Context: an optimization exercise on an open-source flow, tuned for small area. The choices shown serve that exercise and are no tape-out recipe. RTL that was checked went through simulation tests only; none was proved equivalent to the original. Power and IR drop assume default switching activity.

P:
## relaymux
module relaymux (
    input  logic        clk,
    input  logic        rst,
    input  logic        tick,
    input  logic [1:0]  btn_raw,
    input  logic        cmd_valid,
    input  logic [31:0] cmd_data,
    input  logic        cmd_last,
    input  logic        cmd_err,
    input  logic        rsp_ready,
    output logic [7:0]  relay_out,
    output logic        cmd_ready,
    output logic        rsp_valid,
    output logic [31:0] rsp_data,
    output logic        rsp_last,
    output logic        busy,
    output logic [1:0]  man_evt,
    output logic        man_evt_stb
);
    logic       quiet;
    logic [1:0] acc;
    logic       take;
    logic [7:0] relay;
    logic       seq;
    logic       rb_wr;
    logic [7:0] rb_val;
    logic        c_cmd_ready;
    logic        c_rsp_valid;
    logic [31:0] c_rsp_data;
    logic        c_rsp_last;
    logic [1:0]  c_man_evt;
    logic        c_man_evt_stb;
    relaymux_debouncer u_deb (
        .clk     (clk),
        .rst     (rst),
        .tick    (tick),
        .btn_raw (btn_raw),
        .take    (take),
  ...
Size in the first run: about 870 cells after synthesis, roughly 78 flip-flops, about 88 I/O pins, roughly 6800 µm² of cells after synthesis.
export LEC_CHECK = 0
export CAP_MARGIN = 20
export CORE_MARGIN = 2
export CORE_UTILIZATION = 40
export GPL_TIMING_DRIVEN = 0
export PLACE_DENSITY = 0.6
export SLEW_MARGIN = 20
create_clock -name core_clock -period 10.0 [get_ports {clk}]
standard.sh (not shown) runs the stock make flow with config.mk's settings and CLKGATE_MAP_FILE= SYNTH_SCRIPT=/design/flow/synth_recipe.tcl, a recipe that flattens the netlist after the stock synthesis.
==> flow/flow/run.sh <==
#!/bin/bash
# The standard synthesis, then the standard layout with: the ports
# buffered by the smallest buffer, synthesis buffers removed at floorplan,
# one tie cell per constant kept as
# synthesis made it, and a clock tree of clkbuf_8 without dummy loads.
# ORFS writes each step's log under orfs/logs; the make output of each part
# goes to its own log here.
set -euo pipefail
bash standard.sh synth > synth.log 2>&1
export BUFFER_PORTS_ARGS="-buffer_cell sky130_fd_sc_hd__buf_1"
export SKIP_REPAIR_TIE_FANOUT=1
export REMOVE_ABC_BUFFERS=1
export CTS_ARGS="-sink_clustering_enable -repair_clock_nets -buf_list sky130_fd_sc_hd__clkbuf_8 -dont_use_dummy_load"
bash standard.sh finish > layout.log 2>&1
Edits applied to the flow inputs when going from P to Q:
# P
export LEC_CHECK = 0
export CAP_MARGIN = 20
export CORE_MARGIN = 2
export CORE_UTILIZATION = 40
export GPL_TIMING_DRIVEN = 0
export PLACE_DENSITY = 0.6
export SLEW_MARGIN = 20
create_clock -name core_clock -period 10.0 [get_ports {clk}]
# Q
export LEC_CHECK = 0
export CAP_MARGIN = 20
export CORE_MARGIN = 2
export CORE_UTILIZATION = 40
export PLACE_DENSITY = 0.6
export SLEW_MARGIN = 20
create_clock -name core_clock -period 10.0 [get_ports {clk}]
diff --git a/flow/flow/run.sh b/flow/flow/run.sh
--- a/flow/flow/run.sh
+++ b/flow/flow/run.sh
@@ -3,2 +3 @@
-# buffered by the smallest buffer, synthesis buffers removed at floorplan,
-# one tie cell per constant kept as
+# buffered by the smallest buffer, one tie cell per constant kept as
@@ -12 +10,0 @@
-export REMOVE_ABC_BUFFERS=1
Notes after the runs:
Data required time of the worst path came out higher on Q than on P. In the flow results for P and Q, the global-route usage is larger on Q. NOTE number of non-clock buffers P->Q increased by a few percent. Q and P ended up with roughly the same final core utilization.
No run of this note included a check of the RTL's function; only the layout flow was run.

---

Setup of xenon:
Another version of the RTL of relaymux (not shown whole).
For scale: about 890 cells after synthesis, about 78 flip-flops, about 88 I/O pins.
## relaymux
module relaymux (
    input  logic        clk,
    input  logic        rst,
    input  logic        tick,
    input  logic [1:0]  btn_raw,
    input  logic        cmd_valid,
    input  logic [31:0] cmd_data,
    input  logic        cmd_last,
    input  logic        cmd_err,
    input  logic        rsp_ready,
    output logic [7:0]  relay_out,
    output logic        cmd_ready,
    output logic        rsp_valid,
    output logic [31:0] rsp_data,
    output logic        rsp_last,
    output logic        busy,
    output logic [1:0]  man_evt,
    output logic        man_evt_stb
);
    logic       quiet;
    logic [1:0] acc;
    logic       take;
    logic [7:0] relay;
    logic       seq;
    logic       rb_wr;
    logic [7:0] rb_val;
    logic        c_cmd_ready;
    logic        c_rsp_valid;
    logic [31:0] c_rsp_data;
    logic        c_rsp_last;
    logic [1:0]  c_man_evt;
    logic        c_man_evt_stb;
    relaymux_debouncer u_deb (
        .clk     (clk),
  ...
==> flow/config.mk <==
export PLATFORM = sky130hd
export DESIGN_NAME = relaymux
export DESIGN_NICKNAME = relaymux
export VERILOG_FILES = /design/flow/design.v
export SDC_FILE = /design/flow/constraint.sdc
export NUM_CORES = 4
export LEC_CHECK = 0
export CAP_MARGIN = 20
export CORE_MARGIN = 2
export CORE_UTILIZATION = 40
export CTS_BUF_LIST = sky130_fd_sc_hd__clkbuf_16
export CTS_CLUSTER_DIAMETER = 500
export CTS_CLUSTER_SIZE = 80
export PLACE_DENSITY = 0.6
export SLEW_MARGIN = 20
==> flow/constraint.sdc <==
create_clock -name core_clock -period 10.0 [get_ports {clk}]
set_input_delay 2.0000 -clock core_clock [delete_from_list [all_inputs] [get_ports {clk}]]
set_output_delay 2.0000 -clock core_clock [all_outputs]
set_load 0.01 [all_outputs]
==> flow/flow/run.sh <==
#!/bin/bash
# The standard synthesis, then the standard layout with: the ports
# buffered by the smallest buffer, one tie cell per constant kept as
# synthesis made it, and non-critical gates sized down after global
# routing. ORFS writes each step's log under orfs/logs; the make output of
# each part goes to its own log here.
set -euo pipefail
bash standard.sh synth > synth.log 2>&1
export BUFFER_PORTS_ARGS="-buffer_cell sky130_fd_sc_hd__buf_1"
export SKIP_REPAIR_TIE_FANOUT=1
export RECOVER_POWER=100
bash standard.sh finish > layout.log 2>&1
xenon ended with every stage complete and zero timing, DRC or antenna violations.
#### Input delta (maple over xenon)
# xenon
export LEC_CHECK = 0
export CAP_MARGIN = 20
export CORE_MARGIN = 2
export CORE_UTILIZATION = 40
export CTS_BUF_LIST = sky130_fd_sc_hd__clkbuf_16
export CTS_CLUSTER_DIAMETER = 500
export CTS_CLUSTER_SIZE = 80
export PLACE_DENSITY = 0.6
export SLEW_MARGIN = 20
create_clock -name core_clock -period 10.0 [get_ports {clk}]
# maple
export LEC_CHECK = 0
export CAP_MARGIN = 20
export CORE_MARGIN = 2
export CORE_UTILIZATION = 40
export CTS_BUF_LIST = sky130_fd_sc_hd__clkbuf_8
export PLACE_DENSITY = 0.6
export SLEW_MARGIN = 20
create_clock -name core_clock -period 10.0 [get_ports {clk}]
==> flow/flow/run.sh <==
#!/bin/bash
# The standard synthesis, then the standard layout with the ports
# buffered by the smallest buffer and non-critical gates sized down after
# global routing. ORFS writes each step's log under orfs/logs; the make
# output of each part goes to its own log here.
set -euo pipefail
bash standard.sh synth > synth.log 2>&1
export BUFFER_PORTS_ARGS="-buffer_cell sky130_fd_sc_hd__buf_1"
export RECOVER_POWER=100
bash standard.sh finish > layout.log 2>&1
==> comparison <==
- maple completed; timing, DRC and antenna clean
- The via count reported for maple is higher than the one for xenon.
- Cmp maple vs xenon: fraction of power consumed by combinational cells higher in maple
- The clock skew after layout on xenon is in line with that on maple.
diff inputs: maple => umber
# maple
export LEC_CHECK = 0
export CAP_MARGIN = 20
export CORE_MARGIN = 2
export CORE_UTILIZATION = 40
export CTS_BUF_LIST = sky130_fd_sc_hd__clkbuf_8
export PLACE_DENSITY = 0.6
export SLEW_MARGIN = 20
create_clock -name core_clock -period 10.0 [get_ports {clk}]
# umber
export LEC_CHECK = 0
export CAP_MARGIN = 20
export CORE_MARGIN = 2
export CORE_UTILIZATION = 40
export PLACE_DENSITY = 0.6
export SLEW_MARGIN = 20
create_clock -name core_clock -period 10.0 [get_ports {clk}]
==> flow/run.sh (new file) <==
#!/bin/bash
# synth_recipe.tcl (not shown) runs the flow's synth.tcl, then flattens the netlist and writes it again
# the make line also repeats each setting of config.mk as NAME=value (left out here)
make -C /OpenROAD-flow-scripts/flow DESIGN_CONFIG=/design/flow/config.mk WORK_HOME=/design/flow/orfs CLKGATE_MAP_FILE= SYNTH_SCRIPT=/design/flow/synth_recipe.tcl finish
removed: flow/flow/run.sh
removed: flow/standard.sh
### Flow results
No stage failed in umber, and the final checks on the layout all came back clean. Diff maple -> umber: minimum clock period after layout shows a reduction of 0.076 ns, worst hold margin now sits lower, wire length rose about 1.1%, fmax rose by 1.1%, net switching power figure +2.2%. Between umber and maple, the share of cell area taken by flip-flops and latches is higher for maple. Utilization (lower): maple. | final estimated routing congestion in global placement | maple vs umber | ≈ equal |. The detailed placer's ending HPWL of maple and that of umber are within noise of each other.
For violet, these inputs were changed with respect to umber:
==> flow/flow/run.sh (new file) <==
#!/bin/bash
# The standard synthesis, then the standard layout with: the ports
# buffered by the smallest buffer, one tie cell per constant kept as
# synthesis made it, a clock tree of clkbuf_8 without dummy loads, and
# non-critical gates sized down after global routing. ORFS writes each
# step's log under orfs/logs; the make output of each part goes to its own
# log here.
set -euo pipefail
bash standard.sh synth > synth.log 2>&1
export BUFFER_PORTS_ARGS="-buffer_cell sky130_fd_sc_hd__buf_1"
export SKIP_REPAIR_TIE_FANOUT=1
export RECOVER_POWER=100
export CTS_ARGS="-sink_clustering_enable -repair_clock_nets -buf_list sky130_fd_sc_hd__clkbuf_8 -dont_use_dummy_load"
bash standard.sh finish > layout.log 2>&1
==> flow/standard.sh (new file) <==
#!/bin/bash
# synth_recipe.tcl (not shown) runs the flow's synth.tcl, then flattens the netlist and writes it again
# the make line also repeats each setting of config.mk as NAME=value (left out here)
make -C /OpenROAD-flow-scripts/flow DESIGN_CONFIG=/design/flow/config.mk WORK_HOME=/design/flow/orfs CLKGATE_MAP_FILE= SYNTH_SCRIPT=/design/flow/synth_recipe.tcl "${@:-finish}"
removed: flow/run.sh
[summary]
Of the two candidates, umber has the worse via count and violet the better one.
Across both runs, proportion of power drawn by the clock network was lower for violet than for umber.
Summary of violet over umber: filler cell count in the final layout rose 35, aggregate global-route resource usage flat, placed cell count fell 11, async set-or-reset flop fraction in the synthesized netlist essentially unchanged, combinational logic power moved down.
| final worst setup slack | lower: violet |
Hold slack: umber vs violet — no meaningful difference
Total power: violet below umber
[inputs] tundra vs violet
==> flow/flow/run.sh <==
#!/bin/bash
# The standard synthesis, then the standard layout with the ports
# buffered by the smallest buffer. ORFS writes each step's log under
# orfs/logs; the make output of each part goes to its own log here.
set -euo pipefail
bash standard.sh synth > synth.log 2>&1
BUFFER_PORTS_ARGS="-buffer_cell sky130_fd_sc_hd__buf_1" bash standard.sh finish > layout.log 2>&1
Results
- Against violet, count of placed standard cells in the final layout, fillers left out in tundra rose slightly.
- | worst setup slack | tundra vs violet | better |
- Per the comparison of tundra with violet, share of flip-flops with an asynchronous set or reset saw little to no change; layout overhead on the synthesized area increased by 3.4 points relative to the old numbers; logic depth of the worst setup path including buffers shows a reduction of 1; post-route total power now larger; net switching component of the power higher.
- Wire length, tundra and violet: larger value in tundra
- On tundra: proportion of cell area spent on the clock network is 2.1 points higher than what violet gave.
- tundra has detailed-routing wirelength on met1 below what violet had.
- On required time at the worst-slack endpoint: tundra sits below violet.

## re-timing with driven ports
Ports are ideal in the flow. The routed layouts listed here were re-timed in OpenROAD. Step 1 assumes that a clkbuf_16 drives the clock port and a buf_2 every other input. Step 2, shift: input delay + t, output delay - t, t = (earliest + latest rising clock arrival at the registers) / 2. This alone moves slack from input paths to output paths. a / b / c = no drivers / after step 1 / after step 2; a / b = the first two.
| run | t, ns | setup slack, ns | clock arrival spread, ns | pins driven straight from the clock port |
|---|---|---|---|---|
| P | 0.406 | 2.616 / 2.629 / 2.223 | 0.021 / 0.021 | 1 |
| Q | 0.414 | 3.141 / 3.155 / 2.741 | 0.012 / 0.012 | 1 |
| xenon | 0.390 | 2.777 / 2.798 / 2.408 | 0.015 / 0.014 | 1 |
| maple | 0.416 | 2.849 / 2.860 / 2.443 | 0.016 / 0.015 | 1 |
| umber | 0.393 | 2.925 / 2.941 / 2.549 | 0.010 / 0.009 | 1 |
| violet | 0.408 | 2.823 / 2.839 / 2.431 | 0.037 / 0.037 | 1 |
| tundra | 0.396 | 3.277 / 3.290 / 2.894 | 0.010 / 0.010 | 1 |
After both steps every run listed still meets setup and hold. For maple, which loses most, drivers alone change the setup slack by +0.011 ns; drivers and shift together by -0.406 ns.
